Context: an optimization exercise on an open-source flow, tuned for small area, a short achievable clock period and few clock cycles per item. The choices shown serve that exercise and are no tape-out recipe. In this exercise RTL edits were held to simulation tests only and were not proved equivalent to the original. Power is estimated from default activity; no workload was simulated.

File: flow/design.v
module akelarre_core (
    input  wire         clk,
    input  wire         rst,
    input  wire         start,
    input  wire [1:0]   op,
    input  wire [3:0]   rounds,
    input  wire         rot_en,
    input  wire [1:0]   klen_m1,
    input  wire [127:0] key,
    input  wire [127:0] blk_in,
    output wire         ready,
    output reg          done,
    output wire [127:0] blk_out
);
    localparam [31:0] A0 = 32'h01234567;
    localparam [31:0] A1 = 32'h89ABCDEF;
    localparam E = 24;
    localparam [1:0] OP_KEYEXP = 2'd0, OP_ENC = 2'd1, OP_DEC = 2'd2;
    localparam [1:0] G_IDLE = 2'd0,    
                     G_FULL = 2'd1,    
                     G_DECB = 2'd2,    
                     G_HEAD = 2'd3;    
    localparam [2:0] D_IDLE = 3'd0,
                     D_INIT = 3'd1,    
                     D_ROT  = 3'd2,    
                     D_STEP = 3'd3,    
                     D_OUT  = 3'd4;    
    function [3:0] slot_of;
        input [1:0] kl;
        input [3:0] r;
        input [3:0] m;
        begin
            case ({kl, r, m})
            {2'd0, 4'd2, 4'd1}: slot_of = 4'd1;
            {2'd0, 4'd3, 4'd1}: slot_of = 4'd1;
            {2'd0, 4'd3, 4'd2}: slot_of = 4'd2;
            {2'd0, 4'd4, 4'd1}: slot_of = 4'd1;
            {2'd0, 4'd4, 4'd2}: slot_of = 4'd2;
            {2'd0, 4'd4, 4'd3}: slot_of = 4'd3;
            {2'd0, 4'd5, 4'd1}: slot_of = 4'd1;
            {2'd0, 4'd5, 4'd2}: slot_of = 4'd2;
            {2'd0, 4'd5, 4'd3}: slot_of = 4'd3;
            {2'd0, 4'd5, 4'd4}: slot_of = 4'd4;
            {2'd0, 4'd6, 4'd1}: slot_of = 4'd1;
            {2'd0, 4'd6, 4'd2}: slot_of = 4'd2;
            {2'd0, 4'd6, 4'd3}: slot_of = 4'd3;
            {2'd0, 4'd6, 4'd4}: slot_of = 4'd4;
            {2'd0, 4'd6, 4'd5}: slot_of = 4'd5;
            {2'd0, 4'd7, 4'd1}: slot_of = 4'd1;
            {2'd0, 4'd7, 4'd2}: slot_of = 4'd2;
            {2'd0, 4'd7, 4'd3}: slot_of = 4'd3;
            {2'd0, 4'd7, 4'd4}: slot_of = 4'd4;
            {2'd0, 4'd7, 4'd5}: slot_of = 4'd5;
            {2'd0, 4'd7, 4'd6}: slot_of = 4'd6;
            {2'd0, 4'd8, 4'd1}: slot_of = 4'd1;
            {2'd0, 4'd8, 4'd2}: slot_of = 4'd2;
            {2'd0, 4'd8, 4'd3}: slot_of = 4'd3;
            {2'd0, 4'd8, 4'd4}: slot_of = 4'd4;
            {2'd0, 4'd8, 4'd5}: slot_of = 4'd5;
            {2'd0, 4'd8, 4'd6}: slot_of = 4'd6;
            {2'd0, 4'd8, 4'd7}: slot_of = 4'd7;
            {2'd0, 4'd9, 4'd1}: slot_of = 4'd1;
            {2'd0, 4'd9, 4'd2}: slot_of = 4'd2;
            {2'd0, 4'd9, 4'd3}: slot_of = 4'd3;
            {2'd0, 4'd9, 4'd4}: slot_of = 4'd4;
            {2'd0, 4'd9, 4'd5}: slot_of = 4'd5;
            {2'd0, 4'd9, 4'd6}: slot_of = 4'd6;
            {2'd0, 4'd9, 4'd7}: slot_of = 4'd7;
            {2'd0, 4'd9, 4'd8}: slot_of = 4'd8;
            {2'd0, 4'd10, 4'd1}: slot_of = 4'd1;
            {2'd0, 4'd10, 4'd2}: slot_of = 4'd2;
            {2'd0, 4'd10, 4'd3}: slot_of = 4'd3;
            {2'd0, 4'd10, 4'd4}: slot_of = 4'd4;
            {2'd0, 4'd10, 4'd5}: slot_of = 4'd5;
            {2'd0, 4'd10, 4'd6}: slot_of = 4'd6;
            {2'd0, 4'd10, 4'd7}: slot_of = 4'd7;
            {2'd0, 4'd10, 4'd8}: slot_of = 4'd8;
            {2'd0, 4'd10, 4'd9}: slot_of = 4'd9;
            {2'd1, 4'd2, 4'd1}: slot_of = 4'd1;
            {2'd1, 4'd3, 4'd1}: slot_of = 4'd1;
            {2'd1, 4'd3, 4'd2}: slot_of = 4'd2;
            {2'd1, 4'd4, 4'd1}: slot_of = 4'd1;
            {2'd1, 4'd4, 4'd2}: slot_of = 4'd2;
            {2'd1, 4'd4, 4'd3}: slot_of = 4'd3;
            {2'd1, 4'd5, 4'd1}: slot_of = 4'd1;
            {2'd1, 4'd5, 4'd2}: slot_of = 4'd2;
            {2'd1, 4'd5, 4'd3}: slot_of = 4'd3;
            {2'd1, 4'd5, 4'd4}: slot_of = 4'd4;
            {2'd1, 4'd6, 4'd1}: slot_of = 4'd1;
            {2'd1, 4'd6, 4'd2}: slot_of = 4'd2;
            {2'd1, 4'd6, 4'd3}: slot_of = 4'd3;
            {2'd1, 4'd6, 4'd4}: slot_of = 4'd4;
            {2'd1, 4'd6, 4'd5}: slot_of = 4'd5;
            {2'd1, 4'd7, 4'd1}: slot_of = 4'd1;
            {2'd1, 4'd7, 4'd2}: slot_of = 4'd2;
            {2'd1, 4'd7, 4'd3}: slot_of = 4'd3;
            {2'd1, 4'd7, 4'd4}: slot_of = 4'd4;
            {2'd1, 4'd7, 4'd5}: slot_of = 4'd5;
            {2'd1, 4'd8, 4'd1}: slot_of = 4'd1;
            {2'd1, 4'd8, 4'd2}: slot_of = 4'd2;
            {2'd1, 4'd8, 4'd3}: slot_of = 4'd3;
            {2'd1, 4'd8, 4'd4}: slot_of = 4'd4;
            {2'd1, 4'd8, 4'd6}: slot_of = 4'd5;
            {2'd1, 4'd9, 4'd1}: slot_of = 4'd1;
            {2'd1, 4'd9, 4'd2}: slot_of = 4'd2;
            {2'd1, 4'd9, 4'd3}: slot_of = 4'd3;
            {2'd1, 4'd9, 4'd5}: slot_of = 4'd4;
            {2'd1, 4'd9, 4'd7}: slot_of = 4'd5;
            {2'd1, 4'd10, 4'd1}: slot_of = 4'd1;
            {2'd1, 4'd10, 4'd2}: slot_of = 4'd2;
            {2'd1, 4'd10, 4'd4}: slot_of = 4'd3;
            {2'd1, 4'd10, 4'd6}: slot_of = 4'd4;
            {2'd1, 4'd10, 4'd8}: slot_of = 4'd5;
            {2'd2, 4'd2, 4'd1}: slot_of = 4'd1;
            {2'd2, 4'd3, 4'd1}: slot_of = 4'd1;
            {2'd2, 4'd3, 4'd2}: slot_of = 4'd2;
            {2'd2, 4'd4, 4'd1}: slot_of = 4'd1;
            {2'd2, 4'd4, 4'd2}: slot_of = 4'd2;
            {2'd2, 4'd4, 4'd3}: slot_of = 4'd3;
            {2'd2, 4'd5, 4'd1}: slot_of = 4'd1;
            {2'd2, 4'd5, 4'd2}: slot_of = 4'd2;
            {2'd2, 4'd5, 4'd3}: slot_of = 4'd3;
            {2'd2, 4'd6, 4'd1}: slot_of = 4'd1;
            {2'd2, 4'd6, 4'd2}: slot_of = 4'd2;
            {2'd2, 4'd6, 4'd4}: slot_of = 4'd3;
            {2'd2, 4'd7, 4'd1}: slot_of = 4'd1;
            {2'd2, 4'd7, 4'd3}: slot_of = 4'd2;
            {2'd2, 4'd7, 4'd5}: slot_of = 4'd3;
            {2'd2, 4'd8, 4'd2}: slot_of = 4'd1;
            {2'd2, 4'd8, 4'd4}: slot_of = 4'd2;
            {2'd2, 4'd8, 4'd6}: slot_of = 4'd3;
            {2'd2, 4'd9, 4'd2}: slot_of = 4'd1;
            {2'd2, 4'd9, 4'd4}: slot_of = 4'd2;
            {2'd2, 4'd9, 4'd6}: slot_of = 4'd3;
            {2'd2, 4'd10, 4'd2}: slot_of = 4'd1;
            {2'd2, 4'd10, 4'd4}: slot_of = 4'd2;
            {2'd2, 4'd10, 4'd7}: slot_of = 4'd3;
            {2'd3, 4'd2, 4'd1}: slot_of = 4'd1;
            {2'd3, 4'd3, 4'd1}: slot_of = 4'd1;
            {2'd3, 4'd3, 4'd2}: slot_of = 4'd2;
            {2'd3, 4'd4, 4'd1}: slot_of = 4'd1;
            {2'd3, 4'd4, 4'd2}: slot_of = 4'd2;
            {2'd3, 4'd5, 4'd1}: slot_of = 4'd1;
            {2'd3, 4'd5, 4'd3}: slot_of = 4'd2;
            {2'd3, 4'd6, 4'd2}: slot_of = 4'd1;
            {2'd3, 4'd6, 4'd4}: slot_of = 4'd2;
            {2'd3, 4'd7, 4'd2}: slot_of = 4'd1;
            {2'd3, 4'd7, 4'd4}: slot_of = 4'd2;
            {2'd3, 4'd8, 4'd2}: slot_of = 4'd1;
            {2'd3, 4'd8, 4'd5}: slot_of = 4'd2;
            {2'd3, 4'd9, 4'd3}: slot_of = 4'd1;
            {2'd3, 4'd9, 4'd6}: slot_of = 4'd2;
            {2'd3, 4'd10, 4'd3}: slot_of = 4'd1;
            {2'd3, 4'd10, 4'd6}: slot_of = 4'd2;
            default: slot_of = 4'd0;
            endcase
        end
    endfunction
    function [7:0] rp;
        input [1:0] kl;
        input [3:0] r;
        input [3:0] b;
        begin
            case ({kl, r, b})
            {2'd0, 4'd2, 4'd1}: rp = {4'd1, 4'd1};
            {2'd0, 4'd3, 4'd1}: rp = {4'd1, 4'd1};
            {2'd0, 4'd3, 4'd2}: rp = {4'd2, 4'd2};
            {2'd0, 4'd4, 4'd1}: rp = {4'd1, 4'd1};
            {2'd0, 4'd4, 4'd2}: rp = {4'd2, 4'd2};
            {2'd0, 4'd4, 4'd3}: rp = {4'd3, 4'd3};
            {2'd0, 4'd5, 4'd1}: rp = {4'd1, 4'd1};
            {2'd0, 4'd5, 4'd2}: rp = {4'd2, 4'd2};
            {2'd0, 4'd5, 4'd3}: rp = {4'd3, 4'd3};
            {2'd0, 4'd5, 4'd4}: rp = {4'd4, 4'd4};
            {2'd0, 4'd6, 4'd1}: rp = {4'd1, 4'd1};
            {2'd0, 4'd6, 4'd2}: rp = {4'd2, 4'd2};
            {2'd0, 4'd6, 4'd3}: rp = {4'd3, 4'd3};
            {2'd0, 4'd6, 4'd4}: rp = {4'd4, 4'd4};
            {2'd0, 4'd6, 4'd5}: rp = {4'd5, 4'd5};
            {2'd0, 4'd7, 4'd1}: rp = {4'd1, 4'd1};
            {2'd0, 4'd7, 4'd2}: rp = {4'd2, 4'd2};
            {2'd0, 4'd7, 4'd3}: rp = {4'd3, 4'd3};
            {2'd0, 4'd7, 4'd4}: rp = {4'd4, 4'd4};
            {2'd0, 4'd7, 4'd5}: rp = {4'd5, 4'd5};
            {2'd0, 4'd7, 4'd6}: rp = {4'd6, 4'd6};
            {2'd0, 4'd8, 4'd1}: rp = {4'd1, 4'd1};
            {2'd0, 4'd8, 4'd2}: rp = {4'd2, 4'd2};
            {2'd0, 4'd8, 4'd3}: rp = {4'd3, 4'd3};
            {2'd0, 4'd8, 4'd4}: rp = {4'd4, 4'd4};
            {2'd0, 4'd8, 4'd5}: rp = {4'd5, 4'd5};
            {2'd0, 4'd8, 4'd6}: rp = {4'd6, 4'd6};
            {2'd0, 4'd8, 4'd7}: rp = {4'd7, 4'd7};
            {2'd0, 4'd9, 4'd1}: rp = {4'd1, 4'd1};
            {2'd0, 4'd9, 4'd2}: rp = {4'd2, 4'd2};
            {2'd0, 4'd9, 4'd3}: rp = {4'd3, 4'd3};
            {2'd0, 4'd9, 4'd4}: rp = {4'd4, 4'd4};
            {2'd0, 4'd9, 4'd5}: rp = {4'd5, 4'd5};
            {2'd0, 4'd9, 4'd6}: rp = {4'd6, 4'd6};
            {2'd0, 4'd9, 4'd7}: rp = {4'd7, 4'd7};
            {2'd0, 4'd9, 4'd8}: rp = {4'd8, 4'd8};
            {2'd0, 4'd10, 4'd1}: rp = {4'd1, 4'd1};
            {2'd0, 4'd10, 4'd2}: rp = {4'd2, 4'd2};
            {2'd0, 4'd10, 4'd3}: rp = {4'd3, 4'd3};
            {2'd0, 4'd10, 4'd4}: rp = {4'd4, 4'd4};
            {2'd0, 4'd10, 4'd5}: rp = {4'd5, 4'd5};
            {2'd0, 4'd10, 4'd6}: rp = {4'd6, 4'd6};
            {2'd0, 4'd10, 4'd7}: rp = {4'd7, 4'd7};
            {2'd0, 4'd10, 4'd8}: rp = {4'd8, 4'd8};
            {2'd0, 4'd10, 4'd9}: rp = {4'd9, 4'd9};
            {2'd1, 4'd2, 4'd1}: rp = {4'd1, 4'd1};
            {2'd1, 4'd3, 4'd1}: rp = {4'd1, 4'd1};
            {2'd1, 4'd3, 4'd2}: rp = {4'd2, 4'd2};
            {2'd1, 4'd4, 4'd1}: rp = {4'd1, 4'd1};
            {2'd1, 4'd4, 4'd2}: rp = {4'd2, 4'd2};
            {2'd1, 4'd4, 4'd3}: rp = {4'd3, 4'd3};
            {2'd1, 4'd5, 4'd1}: rp = {4'd1, 4'd1};
            {2'd1, 4'd5, 4'd2}: rp = {4'd2, 4'd2};
            {2'd1, 4'd5, 4'd3}: rp = {4'd3, 4'd3};
            {2'd1, 4'd5, 4'd4}: rp = {4'd4, 4'd4};
            {2'd1, 4'd6, 4'd1}: rp = {4'd1, 4'd1};
            {2'd1, 4'd6, 4'd2}: rp = {4'd2, 4'd2};
            {2'd1, 4'd6, 4'd3}: rp = {4'd3, 4'd3};
            {2'd1, 4'd6, 4'd4}: rp = {4'd4, 4'd4};
            {2'd1, 4'd6, 4'd5}: rp = {4'd5, 4'd5};
            {2'd1, 4'd7, 4'd1}: rp = {4'd1, 4'd1};
            {2'd1, 4'd7, 4'd2}: rp = {4'd2, 4'd2};
            {2'd1, 4'd7, 4'd3}: rp = {4'd3, 4'd3};
            {2'd1, 4'd7, 4'd4}: rp = {4'd4, 4'd4};
            {2'd1, 4'd7, 4'd5}: rp = {4'd5, 4'd5};
            {2'd1, 4'd7, 4'd6}: rp = {4'd5, 4'd5};
            {2'd1, 4'd8, 4'd1}: rp = {4'd1, 4'd1};
            {2'd1, 4'd8, 4'd2}: rp = {4'd2, 4'd2};
            {2'd1, 4'd8, 4'd3}: rp = {4'd3, 4'd3};
            {2'd1, 4'd8, 4'd4}: rp = {4'd4, 4'd4};
            {2'd1, 4'd8, 4'd5}: rp = {4'd4, 4'd4};
            {2'd1, 4'd8, 4'd6}: rp = {4'd6, 4'd5};
            {2'd1, 4'd8, 4'd7}: rp = {4'd6, 4'd5};
            {2'd1, 4'd9, 4'd1}: rp = {4'd1, 4'd1};
            {2'd1, 4'd9, 4'd2}: rp = {4'd2, 4'd2};
            {2'd1, 4'd9, 4'd3}: rp = {4'd3, 4'd3};
            {2'd1, 4'd9, 4'd4}: rp = {4'd3, 4'd3};
            {2'd1, 4'd9, 4'd5}: rp = {4'd5, 4'd4};
            {2'd1, 4'd9, 4'd6}: rp = {4'd5, 4'd4};
            {2'd1, 4'd9, 4'd7}: rp = {4'd7, 4'd5};
            {2'd1, 4'd9, 4'd8}: rp = {4'd7, 4'd5};
            {2'd1, 4'd10, 4'd1}: rp = {4'd1, 4'd1};
            {2'd1, 4'd10, 4'd2}: rp = {4'd2, 4'd2};
            {2'd1, 4'd10, 4'd3}: rp = {4'd2, 4'd2};
            {2'd1, 4'd10, 4'd4}: rp = {4'd4, 4'd3};
            {2'd1, 4'd10, 4'd5}: rp = {4'd4, 4'd3};
            {2'd1, 4'd10, 4'd6}: rp = {4'd6, 4'd4};
            {2'd1, 4'd10, 4'd7}: rp = {4'd6, 4'd4};
            {2'd1, 4'd10, 4'd8}: rp = {4'd8, 4'd5};
            {2'd1, 4'd10, 4'd9}: rp = {4'd8, 4'd5};
            {2'd2, 4'd2, 4'd1}: rp = {4'd1, 4'd1};
            {2'd2, 4'd3, 4'd1}: rp = {4'd1, 4'd1};
            {2'd2, 4'd3, 4'd2}: rp = {4'd2, 4'd2};
            {2'd2, 4'd4, 4'd1}: rp = {4'd1, 4'd1};
            {2'd2, 4'd4, 4'd2}: rp = {4'd2, 4'd2};
            {2'd2, 4'd4, 4'd3}: rp = {4'd3, 4'd3};
            {2'd2, 4'd5, 4'd1}: rp = {4'd1, 4'd1};
            {2'd2, 4'd5, 4'd2}: rp = {4'd2, 4'd2};
            {2'd2, 4'd5, 4'd3}: rp = {4'd3, 4'd3};
            {2'd2, 4'd5, 4'd4}: rp = {4'd3, 4'd3};
            {2'd2, 4'd6, 4'd1}: rp = {4'd1, 4'd1};
            {2'd2, 4'd6, 4'd2}: rp = {4'd2, 4'd2};
            {2'd2, 4'd6, 4'd3}: rp = {4'd2, 4'd2};
            {2'd2, 4'd6, 4'd4}: rp = {4'd4, 4'd3};
            {2'd2, 4'd6, 4'd5}: rp = {4'd4, 4'd3};
            {2'd2, 4'd7, 4'd1}: rp = {4'd1, 4'd1};
            {2'd2, 4'd7, 4'd2}: rp = {4'd1, 4'd1};
            {2'd2, 4'd7, 4'd3}: rp = {4'd3, 4'd2};
            {2'd2, 4'd7, 4'd4}: rp = {4'd3, 4'd2};
            {2'd2, 4'd7, 4'd5}: rp = {4'd5, 4'd3};
            {2'd2, 4'd7, 4'd6}: rp = {4'd5, 4'd3};
            {2'd2, 4'd8, 4'd2}: rp = {4'd2, 4'd1};
            {2'd2, 4'd8, 4'd3}: rp = {4'd2, 4'd1};
            {2'd2, 4'd8, 4'd4}: rp = {4'd4, 4'd2};
            {2'd2, 4'd8, 4'd5}: rp = {4'd4, 4'd2};
            {2'd2, 4'd8, 4'd6}: rp = {4'd6, 4'd3};
            {2'd2, 4'd8, 4'd7}: rp = {4'd6, 4'd3};
            {2'd2, 4'd9, 4'd2}: rp = {4'd2, 4'd1};
            {2'd2, 4'd9, 4'd3}: rp = {4'd2, 4'd1};
            {2'd2, 4'd9, 4'd4}: rp = {4'd4, 4'd2};
            {2'd2, 4'd9, 4'd5}: rp = {4'd4, 4'd2};
            {2'd2, 4'd9, 4'd6}: rp = {4'd6, 4'd3};
            {2'd2, 4'd9, 4'd7}: rp = {4'd6, 4'd3};
            {2'd2, 4'd9, 4'd8}: rp = {4'd6, 4'd3};
            {2'd2, 4'd10, 4'd2}: rp = {4'd2, 4'd1};
            {2'd2, 4'd10, 4'd3}: rp = {4'd2, 4'd1};
            {2'd2, 4'd10, 4'd4}: rp = {4'd4, 4'd2};
            {2'd2, 4'd10, 4'd5}: rp = {4'd4, 4'd2};
            {2'd2, 4'd10, 4'd6}: rp = {4'd4, 4'd2};
            {2'd2, 4'd10, 4'd7}: rp = {4'd7, 4'd3};
            {2'd2, 4'd10, 4'd8}: rp = {4'd7, 4'd3};
            {2'd2, 4'd10, 4'd9}: rp = {4'd7, 4'd3};
            {2'd3, 4'd2, 4'd1}: rp = {4'd1, 4'd1};
            {2'd3, 4'd3, 4'd1}: rp = {4'd1, 4'd1};
            {2'd3, 4'd3, 4'd2}: rp = {4'd2, 4'd2};
            {2'd3, 4'd4, 4'd1}: rp = {4'd1, 4'd1};
            {2'd3, 4'd4, 4'd2}: rp = {4'd2, 4'd2};
            {2'd3, 4'd4, 4'd3}: rp = {4'd2, 4'd2};
            {2'd3, 4'd5, 4'd1}: rp = {4'd1, 4'd1};
            {2'd3, 4'd5, 4'd2}: rp = {4'd1, 4'd1};
            {2'd3, 4'd5, 4'd3}: rp = {4'd3, 4'd2};
            {2'd3, 4'd5, 4'd4}: rp = {4'd3, 4'd2};
            {2'd3, 4'd6, 4'd2}: rp = {4'd2, 4'd1};
            {2'd3, 4'd6, 4'd3}: rp = {4'd2, 4'd1};
            {2'd3, 4'd6, 4'd4}: rp = {4'd4, 4'd2};
            {2'd3, 4'd6, 4'd5}: rp = {4'd4, 4'd2};
            {2'd3, 4'd7, 4'd2}: rp = {4'd2, 4'd1};
            {2'd3, 4'd7, 4'd3}: rp = {4'd2, 4'd1};
            {2'd3, 4'd7, 4'd4}: rp = {4'd4, 4'd2};
            {2'd3, 4'd7, 4'd5}: rp = {4'd4, 4'd2};
            {2'd3, 4'd7, 4'd6}: rp = {4'd4, 4'd2};
            {2'd3, 4'd8, 4'd2}: rp = {4'd2, 4'd1};
            {2'd3, 4'd8, 4'd3}: rp = {4'd2, 4'd1};
            {2'd3, 4'd8, 4'd4}: rp = {4'd2, 4'd1};
            {2'd3, 4'd8, 4'd5}: rp = {4'd5, 4'd2};
            {2'd3, 4'd8, 4'd6}: rp = {4'd5, 4'd2};
            {2'd3, 4'd8, 4'd7}: rp = {4'd5, 4'd2};
            {2'd3, 4'd9, 4'd3}: rp = {4'd3, 4'd1};
            {2'd3, 4'd9, 4'd4}: rp = {4'd3, 4'd1};
            {2'd3, 4'd9, 4'd5}: rp = {4'd3, 4'd1};
            {2'd3, 4'd9, 4'd6}: rp = {4'd6, 4'd2};
            {2'd3, 4'd9, 4'd7}: rp = {4'd6, 4'd2};
            {2'd3, 4'd9, 4'd8}: rp = {4'd6, 4'd2};
            {2'd3, 4'd10, 4'd3}: rp = {4'd3, 4'd1};
            {2'd3, 4'd10, 4'd4}: rp = {4'd3, 4'd1};
            {2'd3, 4'd10, 4'd5}: rp = {4'd3, 4'd1};
            {2'd3, 4'd10, 4'd6}: rp = {4'd6, 4'd2};
            {2'd3, 4'd10, 4'd7}: rp = {4'd6, 4'd2};
            {2'd3, 4'd10, 4'd8}: rp = {4'd6, 4'd2};
            {2'd3, 4'd10, 4'd9}: rp = {4'd6, 4'd2};
            default: rp = 8'd0;
            endcase
        end
    endfunction
    function [31:0] sqa;
        input [15:0] x;
        input [31:0] c;
        integer i, j;
        reg [31:0] acc;
        begin
            acc = c;
            for (i = 0; i < 16; i = i + 1) begin
                acc = acc + ({31'd0, x[i]} << (2 * i));
                for (j = i + 1; j < 16; j = j + 1)
                    acc = acc + ({31'd0, x[i] & x[j]} << (i + j + 1));
            end
            sqa = acc;
        end
    endfunction
    function [30:0] rot31;
        input [30:0] x;
        input [4:0]  y;
        reg   [30:0] t;
        begin
            t = x;
            if (y[0]) t = {t[29:0], t[30]};
            if (y[1]) t = {t[28:0], t[30:29]};
            if (y[2]) t = {t[26:0], t[30:27]};
            if (y[3]) t = {t[22:0], t[30:23]};
            if (y[4]) t = {t[14:0], t[30:15]};
            rot31 = t;
        end
    endfunction
    function [127:0] rotb128;
        input [127:0] b;
        input [6:0]   n;
        reg   [127:0] t;
        begin
            t = b;
            if (n[0]) t = {t[126:0], t[127]};
            if (n[1]) t = {t[125:0], t[127:126]};
            if (n[2]) t = {t[123:0], t[127:124]};
            if (n[3]) t = {t[119:0], t[127:120]};
            if (n[4]) t = {t[111:0], t[127:112]};
            if (n[5]) t = {t[95:0],  t[127:96]};
            if (n[6]) t = {t[63:0],  t[127:64]};
            rotb128 = t;
        end
    endfunction
    function [4:0] win;
        input [31:0] p;
        input [2:0]  i;
        begin
            case (i)
                3'd0:    win = p[4:0];
                3'd1:    win = p[9:5];
                3'd2:    win = p[14:10];
                3'd3:    win = p[19:15];
                3'd4:    win = {1'b0, p[23:20]};
                default: win = {1'b0, p[27:24]};
            endcase
        end
    endfunction
    reg [3:0]   cfg_r;
    reg         cfg_rot;
    reg [1:0]   kl;             
    reg [127:0] key_r;
    reg         pre_ok;         
    wire [3:0]  L = {1'b0, kl, 1'b0} + 4'd2;
    reg [1:0]  gmode;
    reg        genc;            
    reg [3:0]  gb;              
    reg [3:0]  gblk;            
    reg [3:0]  goff;
    reg [3:0]  gr;              
    reg [3:0]  gslot;           
    reg [31:0] zr;              
    reg        zv;              
    reg [6:0]  rt;              
    reg [31:0] tw0, tw1, tw2, tw3;    
    wire [32*E-1:0] entv;
    wire        consume;
    wire        gstep = (gmode != G_IDLE) && (!zv || consume);
    wire [7:0]  hidx   = gslot * L;
    wire [31:0] s_head = entv >> {hidx, 5'd0};
    wire [15:0] khalf  = key_r >> {~goff[2:0], 4'd0};
    wire [31:0] gin    = (gr != 4'd0) ? ((gslot == 4'd0) ? {khalf, khalf} : s_head)
                                      : entv[31:0];
    wire [31:0] gu     = sqa(gin[31:16], A0);
    wire [31:0] gv     = sqa(gin[15:0], A1);
    wire [31:0] zword  = {gu[7:0], gu[31:24], gv[7:0], gv[31:24]};
    wire [31:0] gout   = {gu[23:8], gv[23:8]};
    wire [3:0]  goffm4 = goff - 4'd4;
    wire        in_ck  = (goff >= 4'd4) && (goffm4 < L);
    wire [3:0]  as     = in_ck ? slot_of(kl, cfg_r, gblk) : 4'd0;
    genvar ge;
    generate
        for (ge = 0; ge < E; ge = ge + 1) begin : g_ent
            reg [31:0] q;
            reg [3:0]  sl;
            reg        last;
            always @(*) begin
                case (kl)
                    2'd0:    begin sl = ge / 2; last = (ge % 2) == 1; end
                    2'd1:    begin sl = ge / 4; last = (ge % 4) == 3; end
                    2'd2:    begin sl = ge / 6; last = (ge % 6) == 5; end
                    default: begin sl = ge / 8; last = (ge % 8) == 7; end
                endcase
            end
            wire [31:0] nxt;
            if (ge == E - 1) begin : g_end
                assign nxt = 32'd0;
            end else begin : g_mid
                assign nxt = entv[32*(ge+1) +: 32];
            end
            wire        en = gstep && ((sl == 4'd0) || (sl == as));
            wire [31:0] d  = last ? ((sl == 4'd0) ? gout : gin) : nxt;
            always @(posedge clk)
                if (en) q <= d;
            assign entv[32*ge +: 32] = q;
        end
    endgenerate
    wire        g_want = (gmode == G_FULL) ? genc :
                         (gmode == G_DECB) ? ((gblk > gb) || (gblk == gb && goff >= 4'd4)) :
                                             1'b1;
    wire        g_end  = (gmode == G_FULL) ? (gblk == cfg_r && goff == 4'd8) :
                         (gmode == G_DECB) ? (gblk == gb + 4'd1 && goff == 4'd3) :
                                             (goff == 4'd3);
    reg [2:0]  dst;
    reg        dec;
    reg [3:0]  rc;              
    reg [3:0]  step;
    reg [31:0] a0, a1, a2, a3;
    reg [31:0] w, t1;
    reg [6:0]  rk;              
    assign ready   = (dst == D_IDLE);
    assign blk_out = {a0, a1, a2, a3};
    wire accept = ready && start;
    wire frot   = dec && (rc == cfg_r);
    wire fire   = (dst == D_INIT) ? (dec ? pre_ok : zv) :
                  (dst == D_ROT)  ? (frot || zv) :
                  (dst == D_STEP || dst == D_OUT) ? zv : 1'b0;
    assign consume = fire && !(dst == D_INIT && dec) && !(dst == D_ROT && frot);
    wire [31:0] kw     = (dst == D_INIT && dec) ? tw0 : zr;
    wire        wadd   = (step[1:0] == 2'd0) || (step[1:0] == 2'd3);
    wire [31:0] wsum   = a0 + (dec ? ~kw : kw) + {31'd0, dec};
    wire [31:0] wh     = wadd ? wsum : (a0 ^ kw);
    wire        whiten = (dst == D_INIT) || (dst == D_OUT);
    wire        xen    = (dst == D_ROT) && (rc != 4'd0);
    wire [127:0] rin   = whiten ? {wh, a1, a2, a3} :
                         xen    ? {a0 ^ t1, a1 ^ w, a2 ^ t1, a3 ^ w} :
                                  {a0, a1, a2, a3};
    wire [6:0]  ramt   = whiten ? 7'd32 : (cfg_rot ? (dec ? rk : zr[6:0]) : 7'd0);
    wire [127:0] rout  = rotb128(rin, ramt);
    wire [31:0] p1    = a0 ^ a2;
    wire [2:0]  wi    = (step >= 4'd6) ? step[2:0] - 3'd6 : step[2:0];
    wire [4:0]  ya    = win(p1, wi);
    wire [31:0] wsrc  = (step == 4'd0) ? (a1 ^ a3) : w;
    wire [30:0] ring  = wi[0] ? wsrc[30:0] : wsrc[31:1];
    wire [30:0] rr    = rot31(ring, ya);
    wire [31:0] wrot  = wi[0] ? {wsrc[31], rr} : {rr, wsrc[0]};
    wire [31:0] wnext = wrot + zr;
    wire        dec_go  = accept && (op == OP_DEC) && pre_ok;
    wire [3:0]  nb      = (dec_go || gmode == G_FULL) ? cfg_r - 4'd1 : gb - 4'd1;
    wire [7:0]  rpn     = rp(kl, cfg_r, nb);
    always @(posedge clk) begin
        if (rst) begin
            gmode  <= G_IDLE;
            zv     <= 1'b0;
            pre_ok <= 1'b0;
        end else if (accept) begin
            zv <= 1'b0;
            gr <= L;
            case (op)
                OP_KEYEXP: begin
                    pre_ok  <= 1'b0;
                    gmode   <= G_IDLE;
                end
                OP_ENC, OP_DEC: begin
                    if (op == OP_DEC && pre_ok) begin
                        gmode <= G_DECB;
                        gb    <= nb;
                        gblk  <= rpn[7:4];
                        goff  <= (rpn[7:4] == 4'd0) ? 4'd0 : 4'd4;
                        gslot <= rpn[3:0];
                    end else begin
                        gmode <= G_FULL;
                        genc  <= (op == OP_ENC);
                        gblk  <= 4'd0;
                        goff  <= 4'd0;
                        gslot <= 4'd0;
                    end
                end
                default: gmode <= G_IDLE;
            endcase
        end else if (gstep) begin
            zr <= zword;
            zv <= g_want;
            if (gr != 4'd0)
                gr <= gr - 4'd1;
            if (gblk == cfg_r && goff == 4'd4)
                rt <= 7'd0 - zword[6:0];
            if (g_end) begin
                gr <= L;
                case (gmode)
                    G_FULL: begin
                        pre_ok <= 1'b1;
                        if (genc) begin
                            gmode <= G_IDLE;
                        end else begin
                            gmode <= G_DECB;
                            gb    <= nb;
                            gblk  <= rpn[7:4];
                            goff  <= (rpn[7:4] == 4'd0) ? 4'd0 : 4'd4;
                            gslot <= rpn[3:0];
                        end
                    end
                    G_DECB: begin
                        if (gb == 4'd0) begin
                            gmode <= G_HEAD;
                            gblk  <= 4'd0;
                            goff  <= 4'd0;
                            gslot <= 4'd0;
                        end else begin
                            gb    <= nb;
                            gblk  <= rpn[7:4];
                            goff  <= (rpn[7:4] == 4'd0) ? 4'd0 : 4'd4;
                            gslot <= rpn[3:0];
                        end
                    end
                    default: gmode <= G_IDLE;
                endcase
            end else if (goff == 4'd12) begin
                goff <= 4'd0;
                gblk <= gblk + 4'd1;
            end else begin
                goff <= goff + 4'd1;
            end
        end else if (consume) begin
            zv <= 1'b0;
        end
        if (!rst && accept && op == OP_KEYEXP) begin
            cfg_r   <= rounds;
            cfg_rot <= rot_en;
            kl      <= klen_m1;
            key_r   <= key;
        end
    end
    wire tcap = !accept && gstep && gblk == cfg_r && goff >= 4'd5 && goff <= 4'd8;
    wire trot = (dst == D_INIT) && dec && fire;
    always @(posedge clk) begin
        if (tcap) begin
            tw0 <= tw1; tw1 <= tw2; tw2 <= tw3; tw3 <= zword;
        end else if (trot) begin
            tw0 <= tw1; tw1 <= tw2; tw2 <= tw3; tw3 <= tw0;
        end
    end
    always @(posedge clk) begin
        if (rst) begin
            dst  <= D_IDLE;
            done <= 1'b0;
        end else begin
            done <= 1'b0;
            case (dst)
                D_IDLE: if (start) begin
                    case (op)
                        OP_KEYEXP: done <= 1'b1;
                        OP_ENC, OP_DEC: begin
                            dec  <= (op == OP_DEC);
                            a0   <= blk_in[127:96];
                            a1   <= blk_in[95:64];
                            a2   <= blk_in[63:32];
                            a3   <= blk_in[31:0];
                            step <= 4'd0;
                            rc   <= 4'd0;
                            dst  <= D_INIT;
                        end
                        default: ;
                    endcase
                end
                D_INIT: if (fire) begin
                    {a0, a1, a2, a3} <= rout;
                    step <= step + 4'd1;
                    if (step == 4'd3) begin
                        step <= 4'd0;
                        rk   <= rt;
                        dst  <= D_ROT;
                    end
                end
                D_ROT: if (fire) begin
                    {a0, a1, a2, a3} <= rout;
                    if (dec && !frot)
                        rk <= 7'd0 - zr[6:0];
                    step <= 4'd0;
                    dst  <= (rc == cfg_r) ? D_OUT : D_STEP;
                end
                D_STEP: if (fire) begin
                    w <= wnext;
                    if (step == 4'd5)
                        t1 <= wnext;
                    step <= step + 4'd1;
                    if (step == 4'd11) begin
                        step <= 4'd0;
                        rc   <= rc + 4'd1;
                        dst  <= D_ROT;
                    end
                end
                D_OUT: if (fire) begin
                    {a0, a1, a2, a3} <= rout;
                    step <= step + 4'd1;
                    if (step == 4'd3) begin
                        done <= 1'b1;
                        dst  <= D_IDLE;
                    end
                end
                default: dst <= D_IDLE;
            endcase
        end
    end
endmodule
File: flow/run.sh
#!/bin/bash
# synth_recipe.tcl (not shown) runs the flow's synth.tcl, then flattens the netlist and writes it again
# the make line also repeats each setting of config.mk as NAME=value (left out here)
make -C /OpenROAD-flow-scripts/flow DESIGN_CONFIG=/design/flow/config.mk WORK_HOME=/design/flow/orfs CLKGATE_MAP_FILE= SYNTH_SCRIPT=/design/flow/synth_recipe.tcl finish
File: flow/config.mk
export PLATFORM = sky130hd
export DESIGN_NAME = akelarre_core
export DESIGN_NICKNAME = akelarre_core
export VERILOG_FILES = /design/flow/design.v
export SDC_FILE = /design/flow/constraint.sdc
export NUM_CORES = 4
export LEC_CHECK = 0
export CAP_MARGIN = 20
export CORE_MARGIN = 2
export CORE_UTILIZATION = 45
export SLEW_MARGIN = 20
export SYNTH_MEMORY_MAX_BITS = 8192
File: flow/constraint.sdc
create_clock -name core_clock -period 13.0 [get_ports {clk}]
set_input_delay 2.6000 -clock core_clock [delete_from_list [all_inputs] [get_ports {clk}]]
set_output_delay 2.6000 -clock core_clock [all_outputs]
set_load 0.01 [all_outputs]
==> metrics.md <==
| Metric | Value |
|---|---|
| Status | `finished clean` |
| Layout fillers | `17000` |
| Initial antenna violation count | `27` |
| Startpoint types | `flop` |
| Async SR Flop Fraction | `0%` |
| First-pass GRT wire length | `557 mm` |
| Final hold vios | `0` |
| Layout cells sized above 1 | `11.2%` |
| Final setup fails | `0` |
| Core area | `193000 sq um` |
| #FFs+latches synth | `1305` |
| RR Startpoint | `kl[0]$_DFFE_PP_` |
| Layout area overhead | `14.2%` |
| Clock buffer depth | `3` |
| Placer Congestion | `1.08` |
| FF+latch area | `39100 sq um` |
| Worst Hold Depth | `0` |
| Htree depth | `4` |
| Crit Path Max Fanout | `17` |
| Nets@finish | `9161` |
| Most used cell, CP | `fa_1` |
| Worst-margin pin slew | `1.31 ns` |
| Starting Density | `45.3%` |
| Iter 0 DRT Violations | `8974` |
| Clock-pin slew on the worst setup and hold paths | `0.07 ns` |
| CTS Sinks | `1305` |
| CTS resizes | `0` |
| Pwr/cell area | `307 nW/um^2` |
| Final Critical Period | `10.95 ns` |
| Site row count | `161` |
| Largest net degree at the start of global routing | `128` |
| Leak | `37.5 nW` |
| WL per Instance | `36.5 microns` |
| YS warnings | `1` |
| Critical path startpoint | `kl[0]$_DFFE_PP_` |
| Max_slew headroom | `10.4%` |
| Worst Path Required | `13.60 ns` |
| R2R Setup Slk | `2.05 ns` |
| IO Count | `398` |
| First drt pass iteration count | `9` |
| Design area | `99600 sq um` |
| Remaining global-route overflow | `0` |
| TritonCTS Buffers | `146` |
| DR vias | `72300` |
| Tcrit/Tclk final | `84.2%` |
| Worst r2r path cells | `30` |
| Max-slew violations | `0` |
| Setup_tns | `0 ns` |
| DRC errors left | `0` |
| Syn Nets | `8938` |
| Commonest non-fill, non-tap cell in the layout | `edfxtp_1` |
| Main flop type after synthesis | `edfxtp_1` |
| Seq/Total Area, Yosys | `44.8%` |
| Worst-skew pair later-pin latency | `0.87 ns` |
| Avg Synthesized Cell Area | `10.7 sq um` |
| Hold endpoint | `tw0[29]$_DFFE_PP_` |
| CTS Hold Buffers Added | `0` |
| Regs by FF count | `g_ent.q (768), key_r (128)` |
| Area of the multi-input gates | `45200 sq um` |
| IO buf count | `397` |
| Maximum Capacitance Violations | `0` |
| Routed Wire Length | `404 mm` |
| Max reg flops | `768` |
| Final antenna-violating net count | `0` |
| Layout Skew | `0.0706 ns` |
| Worst-path cell with the longest stage delay | `nor2b_4` |
| Reg2reg end | `tw3[23]$_DFFE_PP_` |
| Most frequent cells in the layout | `edfxtp_1 (1297), nand2_1 (840), mux2i_1 (590), nor2_1 (560), o21ai_0 (525)` |
| Die Wd | `444 microns` |
| Crit-path max cell delay | `0.71 ns` |
| Mapped Cells | `8181` |
| RSZ-0062 raised after global routing | `false` |
| Die H | `444 microns` |
| Placed instance area | `94500 sq um` |
| Root buf cell | `clkbuf_16` |
| Post-Syn Area | `87200 sq um` |
| Crit end category | `flop` |
| Total power | `30.5 mW` |
| Yosys cell types | `101` |
| Crit Path Category | `reg -> reg` |
| Max Fclk | `0.0913 GHz` |
| Vias in the first global route | `68900` |
| Vias per inst | `6.53` |
| DP Wirelength | `302 mm` |
| Setup bufs post-CTS | `0` |
| Total GRT Usage | `40.4%` |
| Hold_sp | `tw1[29]$_DFFE_PP_` |
| Die ar. | `197000 sq um` |
| Most flops, register | `g_ent.q` |
| Type of the most critical hold path | `reg -> reg` |
| Crit path DAT | `11.55 ns` |
| Post-synth EDFFs | `1297` |
| Maximum vdd ir drop | `0.349 mV` |
| CTS tree | `built` |
[cells by family (layout without fill, tap and decap cells)]
kind of cell	Yosys count	after routing	synth area share [%]
AO/OA/AOI/OAI	2025	2025	14.7
flip-flops	1305	1305	44.8
AND/OR/NAND/NOR	2152	2152	11.1
buffers and inverters	947	1285	4.31
multiplexers	947	947	13.5
XOR/XNOR	316	316	3.18
other	0	31	0
adder cells (fa/ha/maj)	489	489	8.42
[critical path, delay by kind of cell (launching register included)]
kind	cells	cell delay, ns
and+or+nand+nor	7	2.46
buffers and inverters	3	1.09
xor gates and xnor gates	1	0.09
DFF	1	0.67
AOI/OAI and AO/OA	8	1.81
muxes	1	0.26
adders and majority gates	10	4.31
[cell usage after synthesis (21+ instances only)]
cell type | n | share of area, %
edfxtp_1 | 1297 | 45
nand2_1 | 847 | 3.6
mux2i_1 | 600 | 6.9
nor2_1 | 577 | 2.5
o21ai_0 | 538 | 3.1
a21oi_1 | 536 | 3.1
clkbuf_1 | 386 | 1.7
inv_1 | 381 | 1.6
ha_1 | 326 | 4.7
nor3_1 | 198 | 1.1
xor2_1 | 190 | 1.9
mux2_2 | 184 | 2.4
fa_1 | 163 | 3.7
mux4_2 | 163 | 4.2
nand3_1 | 132 | 0.76
xnor2_1 | 125 | 1.3
a211oi_1 | 109 | 0.94
a31oi_1 | 99 | 0.71
buf_2 | 97 | 0.56
o211ai_1 | 75 | 0.65
a21o_1 | 74 | 0.64
o21a_1 | 73 | 0.63
o22ai_1 | 64 | 0.46
and2_1 | 57 | 0.41
buf_1 | 55 | 0.24
o31ai_1 | 51 | 0.44
nand2b_1 | 49 | 0.35
nor2b_1 | 49 | 0.35
and3_1 | 48 | 0.34
a22oi_1 | 47 | 0.40
a221oi_1 | 40 | 0.40
nand4_1 | 34 | 0.24
nor4_1 | 32 | 0.23
o21bai_1 | 23 | 0.20
or2_2 | 22 | 0.16
and4_1 | 21 | 0.21
o221ai_1 | 21 | 0.21
[stage by stage]
stage               setup WS, ns  hold slack (ns)  instances  util (%)
floorplan                   2.82            0.400       8181         -
global placement            2.11            0.400      10800      49.0
detailed placement          2.20            0.405      10800      49.1
CTS                         2.19            0.388      11000      51.6
global route                1.35            0.403      11100      51.7
finish                      2.05            0.392      11100      51.7
[final cells by class]
type	count	area share [%]
Antenna cell	31	0.0779
Clock buffer	173	3.77
Clock inverter	90	1.06
Inverter	390	1.47
Multi-Input combinational cell	5929	45.3
Sequential cell	1305	39.2
Tap cell	2526	3.17
Timing Repair Buffer	632	5.87
[routing by layer]
metal / global-route usage, % / vias up / wire length (microns)
met5: 0 / - / 18
met2: 63.0 / 4354 / 184000
met1: 48.5 / 35900 / 148000
met3: 7.52 / 1058 / 31500
li1: - / 31000 / -
met4: 34.5 / 2 / 41100
[power by group]
group | internal [mW] | switching [mW] | total [mW]
logic | 6.33 | 13.6 | 19.9
clock network | 2.32 | 1.91 | 4.23
registers | 5.98 | 0.451 | 6.43
[worst max path at each step]
stage                                end  slack [ns]  depth (start not counted)
6_report               tw3[23]$_DFFE_PP_        2.05                         30
5_1_grt        g_ent[15].q[31]$_DFFE_PP_        1.35                         33
4_1_cts                  rt[6]$_DFFE_PP_        2.19                         34
3_5_place_dp             rt[6]$_DFFE_PP_        2.20                         33
3_3_place_gp           tw3[22]$_DFFE_PP_        2.11                         33
2_1_floorplan            rt[6]$_DFFE_PP_        2.82                         34
Testbench counts, summed over its fixed seeds: cycles 66,139, items 640.

what the ideal ports hide:
No port has a modelled driver above. Below, the same layout with a new extraction and two added sets of constraints. Step 1 sets driving cells, clkbuf_16 on the clock port and buf_2 on the other inputs (assumed; they add their load-dependent delay and slew). Step 2 moves the port delays by t, midway between the first and last clock arrival at a register: inputs arrive t later, outputs are due t later. That takes back most of the time a late clock gives input paths. Three values: no drivers, after step 1, after step 2; two values: the first two.
shift t [ns]: 0.919
setup WS [ns]: 2.049 / 2.049 / 2.049
worst setup path at the end: register to register
worst register clock-pin slew, ns: 0.09 / 0.09
worst slew at a driven data input, ns: 0.11
After both steps this run still meets setup and hold. The setup slack of this run moves by 0.000 ns with the drivers and by 0.000 ns with both steps.
